Source: an optimization exercise on an open RTL-to-GDS flow (aim: small area). Production flows keep margins and buffers that such runs may drop.
The RTL was checked by simulation tests, not by an equivalence proof against the original design.
Power and IR drop assume default switching activity.

==> flow/design.v <==
module mansos_demod (
    input  wire        clk,
    input  wire        rst,           
    input  wire        start,         
    output wire        raw_re,        
    output wire [7:0]  raw_addr,
    input  wire [7:0]  raw_rdata,
    output wire        busy,
    output wire        done,          
    output wire [2:0]  result,
    output wire [1:0]  halt_state,
    output wire [3:0]  bit_len,
    output wire [6:0]  bit_count,
    output wire        over,          
    output wire [3:0]  nbytes,
    output wire [63:0] frame_out
);
    localparam [1:0] S_PRE = 2'd0, S_DELIM = 2'd1, S_D0 = 2'd2, S_D1 = 2'd3;
    localparam [2:0] R_VALID = 3'd1, R_EXHAUSTED = 3'd2, R_BAD_DELIM = 3'd3,
                     R_LENGTH = 3'd5, R_CHECKSUM = 3'd6;
    reg [10:0] F;         
    reg [9:0]  sr;        
    reg [3:0]  sc;        
    reg        ph;        
    reg [2:0]  k;         
    reg [2:0]  bm;        
    reg [1:0]  st;        
    reg [3:0]  L;         
    reg [2:0]  A;         
    reg [6:0]  bi;        
    reg [47:0] acc;       
    reg [15:0] C;         
    reg        mm;        
    reg [2:0]  res;       
    wire running = (res == 3'd0);
    wire isdata  = st[1];
    wire dsub    = st[0];
    assign busy       = running;
    assign result     = res;
    assign halt_state = {st[1], st[0] & ~st[1]};
    assign done       = ~running & ph;
    assign bit_len    = isdata ? L : 4'd8;
    assign bit_count  = bi;
    wire   validated  = res[2] | ~res[1];
    assign nbytes     = validated ? bi[6:3] : 4'd0;
    assign over       = validated & ~(bi[6] & bi[4]);
    genvar gb, gi;
    generate
        for (gb = 0; gb < 6; gb = gb + 1) begin : g_fb
            for (gi = 0; gi < 8; gi = gi + 1) begin : g_fi
                assign frame_out[8*gb + 7 - gi] = acc[8*gb + gi];
            end
        end
    endgenerate
    assign frame_out[63:48] = C;
    assign raw_re   = running & ~(F[10] & F[9]);
    assign raw_addr = F[10:3];
    wire   smp      = raw_rdata[F[2:0]];
    wire [2:0] pc = {2'd0, sr[4]} + {2'd0, sr[5]} + {2'd0, sr[6]}
                  + {2'd0, sr[7]} + {2'd0, sr[8]} + {2'd0, sr[9]};
    wire [3:0] pc8  = {1'b0, pc} + {3'd0, sr[2]} + {3'd0, sr[3]};
    wire       vote = (pc8 >= 4'd4);
    wire       v    = (A > pc);
    wire       ovr  = ((A == 3'd6) && (&sr[9:4])) || ((A == 3'd0) && !(|sr[9:4]));
    wire scanning = (k != 3'd0);
    wire eval     = running & ~ph & ~scanning & (sc == 4'd0);    
    wire seval    = running & ~ph & scanning;                    
    wire sdone    = seval & (k == 3'd1);                         
    wire locked = A[2];
    wire pol    = ~A[2] | A[0];
    wire e      = isdata ? (scanning ? A[0] : v) : pol;
    wire [2:0] m = {2'd0, sr[0] ^ e} + {2'd0, sr[1] ^ e}
                 + {2'd0, ~(sr[2] ^ e)} + {2'd0, ~(sr[3] ^ e)};
    wire       better = eval | (m < bm);              
    wire [3:0] rem    = isdata ? (L - 4'd2) : 4'd6;    
    wire [2:0] bm_n   = better ? m : bm;               
    wire [3:0] sc_n   = better ? rem : sc;
    wire       edge_ok = (bm_n <= 3'd1);
    wire [4:0] jsum  = {1'b0, L} + {1'b0, sc_n} - 5'd2;
    wire [3:0] l_new = 4'd6 + {1'b0, jsum[4:2]};
    wire [3:0] sc_fin = sc_n + {1'b0, jsum[4:2]} - 4'd2;    
    wire [7:0] nbyte = {acc[41], acc[42], acc[43], acc[44], acc[45], acc[46], acc[47], v};
    reg  [15:0] crc8;
    integer i;
    always @* begin
        crc8 = C ^ {8'd0, nbyte};
        for (i = 0; i < 8; i = i + 1)
            crc8 = crc8[0] ? ((crc8 >> 1) ^ 16'h8408) : (crc8 >> 1);
    end
    wire ctap = C[{bi[3], ~bi[2:0]}];
    wire start_ok = start & ~running;
    wire exh_pre   = (F > 11'd1536);                  
    wire exh_delim = (F > 11'd1534);                  
    wire [4:0] fl  = {1'b0, F[3:0]} + {1'b0, L};      
    wire exh_data  = (F[10:4] > 7'd95) | ((F[10:4] == 7'd95) & (fl > 5'd20));
    wire store = eval & isdata & dsub & ~ovr & ~exh_data;    
    reg       fin;
    reg [2:0] code;
    always @* begin
        fin  = 1'b0;
        code = R_EXHAUSTED;
        if (eval) begin
            case (st)
            S_PRE:   fin = exh_pre;
            S_DELIM: fin = 1'b0;
            default: begin   
                if (!dsub) begin
                    fin = 1'b0;
                end else if (exh_data) begin
                    fin = 1'b1;
                end else if (ovr) begin
                    fin  = 1'b1;
                    code = (bi[6:3] != 4'd8) ? R_LENGTH : (mm ? R_CHECKSUM : R_VALID);
                end else begin
                    fin  = (bi == 7'd79);
                    code = R_LENGTH;
                end
            end
            endcase
        end else if (sdone && !isdata) begin
            fin = exh_delim | (~edge_ok & locked);
            if (!exh_delim) code = R_BAD_DELIM;
        end
    end
    always @(posedge clk) begin
        if (start_ok)
            res <= 3'd0;
        else if (fin)
            res <= code;
        if (rst)
            res[2] <= 1'b1;
    end
    always @(posedge clk) begin
        if (start_ok) begin
            bi <= 7'd0;
            C  <= 16'd0;
            mm <= 1'b0;
        end else if (store) begin
            bi <= bi + 7'd1;
            if (!bi[6] && !(bi[5] && bi[4])) begin
                acc <= {v, acc[47:1]};
                if (bi[2:0] == 3'd7)
                    C <= crc8;
            end else if (bi[6:4] == 3'b011) begin
                mm <= mm | (v ^ ctap);
            end
        end
    end
    always @(posedge clk) begin
        if (start_ok) begin
            F    <= 11'd0;
            sc   <= 4'd8;
            ph   <= 1'b0;
            k    <= 3'd0;
            st   <= S_PRE;
        end else if (running) begin
            if (fin) begin
                ph <= 1'b1;              
            end else if (ph) begin
                ph <= 1'b0;
                sr <= {smp, sr[9:1]};
                F  <= F + 11'd1;
                if (sc != 4'd0)
                    sc <= sc - 4'd1;
            end else if (scanning) begin
                k  <= k - 3'd1;
                bm <= bm_n;
                sc <= sc_n;
                if (k != 3'd1) begin
                    ph <= 1'b1;
                end else if (isdata) begin
                    st <= S_D0;
                end else if (edge_ok) begin
                    if (!locked) begin
                        A <= 3'b100;
                        L <= 4'd0;
                    end else if (A[1:0] != 2'd3) begin
                        A[1:0] <= A[1:0] + 2'd1;
                        L      <= jsum[3:0];
                    end else begin
                        L  <= l_new;
                        st <= S_D0;
                        sc <= sc_fin;
                    end
                end else begin
                    k  <= 3'd1;
                    bm <= 3'd2;
                    ph <= 1'b1;
                end
            end else if (sc != 4'd0) begin
                ph <= 1'b1;
            end else begin
                case (st)
                S_PRE: begin
                    if (vote) begin
                        st <= S_DELIM;
                        A  <= 3'd0;
                        sc <= 4'd6;
                    end else begin
                        sc <= 4'd8;
                    end
                end
                S_DELIM: begin
                    bm <= bm_n;
                    sc <= sc_n;
                    k  <= 3'd4;
                    ph <= 1'b1;
                end
                default: begin
                    if (!dsub) begin
                        A    <= pc;
                        sc   <= L;
                        st   <= S_D1;
                    end else begin
                        A[0] <= v;
                        bm   <= bm_n;
                        sc   <= sc_n;
                        k    <= 3'd4;
                        ph   <= 1'b1;
                    end
                end
                endcase
            end
        end else begin
            ph <= 1'b0;
        end
        if (rst)
            ph <= 1'b0;
    end
endmodule
clock: 18.0 ns
lec_check: 0
cap_margin: 20
core_margin: 2
core_utilization: 40
slew_margin: 20
standard.sh (not shown) runs the stock make flow with config.mk's settings and CLKGATE_MAP_FILE= SYNTH_SCRIPT=/design/flow/synth_recipe.tcl, a recipe that flattens the netlist after the stock synthesis.
==> flow/flow/run.sh <==
#!/bin/bash
# The standard layout (standard.sh: standard synthesis, floorplan, place,
# CTS, route, finish) with two changes:
#  - the port buffers that global placement puts on every input and output
#    use sky130_fd_sc_hd__buf_1 instead of the cell buffer_ports picks;
#  - clock tree synthesis uses clkbuf_8 buffers and inserts no dummy loads.
set -euo pipefail
export BUFFER_PORTS_ARGS="-buffer_cell sky130_fd_sc_hd__buf_1"
export CTS_ARGS="-sink_clustering_enable -repair_clock_nets -dont_use_dummy_load -buf_list sky130_fd_sc_hd__clkbuf_8"
bash standard.sh > standard.log 2>&1
The starting point completed without violations.
Edit:
--- a/flow/design.v
+++ b/flow/design.v
@@ -90,11 +90,11 @@
     wire ctap = C[{bi[3], ~bi[2:0]}];
     wire start_ok = start & ~running;
     wire exh_pre   = (F > 11'd1536);                  
     wire exh_delim = (F > 11'd1534);                  
-    wire [4:0] fl  = {1'b0, F[3:0]} + {1'b0, L};      
-    wire exh_data  = (F[10:4] > 7'd95) | ((F[10:4] == 7'd95) & (fl > 5'd20));
-    wire store = eval & isdata & dsub & ~ovr & ~exh_data;    
+    wire [5:0] fl  = {2'd0, F[3:0]} + {1'b0, L, 1'b0};  
+    wire exh_data  = (F[10:4] > 7'd95) | ((F[10:4] == 7'd95) & (fl > 6'd20));
+    wire store = eval & isdata & dsub & ~ovr;         
     reg       fin;
     reg [2:0] code;
     always @* begin
         fin  = 1'b0;
@@ -104,11 +104,9 @@
             S_PRE:   fin = exh_pre;
             S_DELIM: fin = 1'b0;
             default: begin   
                 if (!dsub) begin
-                    fin = 1'b0;
-                end else if (exh_data) begin
-                    fin = 1'b1;
+                    fin = exh_data;
                 end else if (ovr) begin
                     fin  = 1'b1;
                     code = (bi[6:3] != 4'd8) ? R_LENGTH : (mm ? R_CHECKSUM : R_VALID);
                 end else begin
Clock-buffer cell count is unchanged.
Synthesized cell count is lower by 1.1%.
Cell area is higher by 1.1%.
Setup slack degrades by 540 ps.
Cell count is lower by 0.33%.
Worst hold slack is about the same.
Via count is higher by 1.1%.
Clock skew is higher by 3.2 ps.
Core utilization is lower by 0.99 points.
Die area is higher by 2.1%.
Wire length is lower by 1.9%.
Sequential power is higher by about 3%.

-- afterwards: timing with drivers on the ports --
No port has a modelled driver above. Below, the same layouts with a new extraction and two added sets of constraints. Step 1, drivers: a clkbuf_16 drives clk and a buf_2 each remaining input, both assumed. Step 2 also shifts input and output timing later by t, the mid clock arrival at the registers, as if the neighbouring blocks saw the same clock. Three values: no drivers, after step 1, after step 2; two values: the first two.
| run | shift t [ns] | setup slack, ns | clock arrival spread, ns | slew at the worst register clock pin (ns) | worst slew at a driven data input, ns |
|---|---|---|---|---|---|
| the first run | 0.462 | 9.021 / 9.021 / 9.021 | 0.020 / 0.020 | 0.07 / 0.07 | 0.03 |
| the second run | 0.463 | 8.479 / 8.479 / 8.479 | 0.024 / 0.025 | 0.07 / 0.07 | 0.04 |
After both steps setup and hold are still met in every run listed.
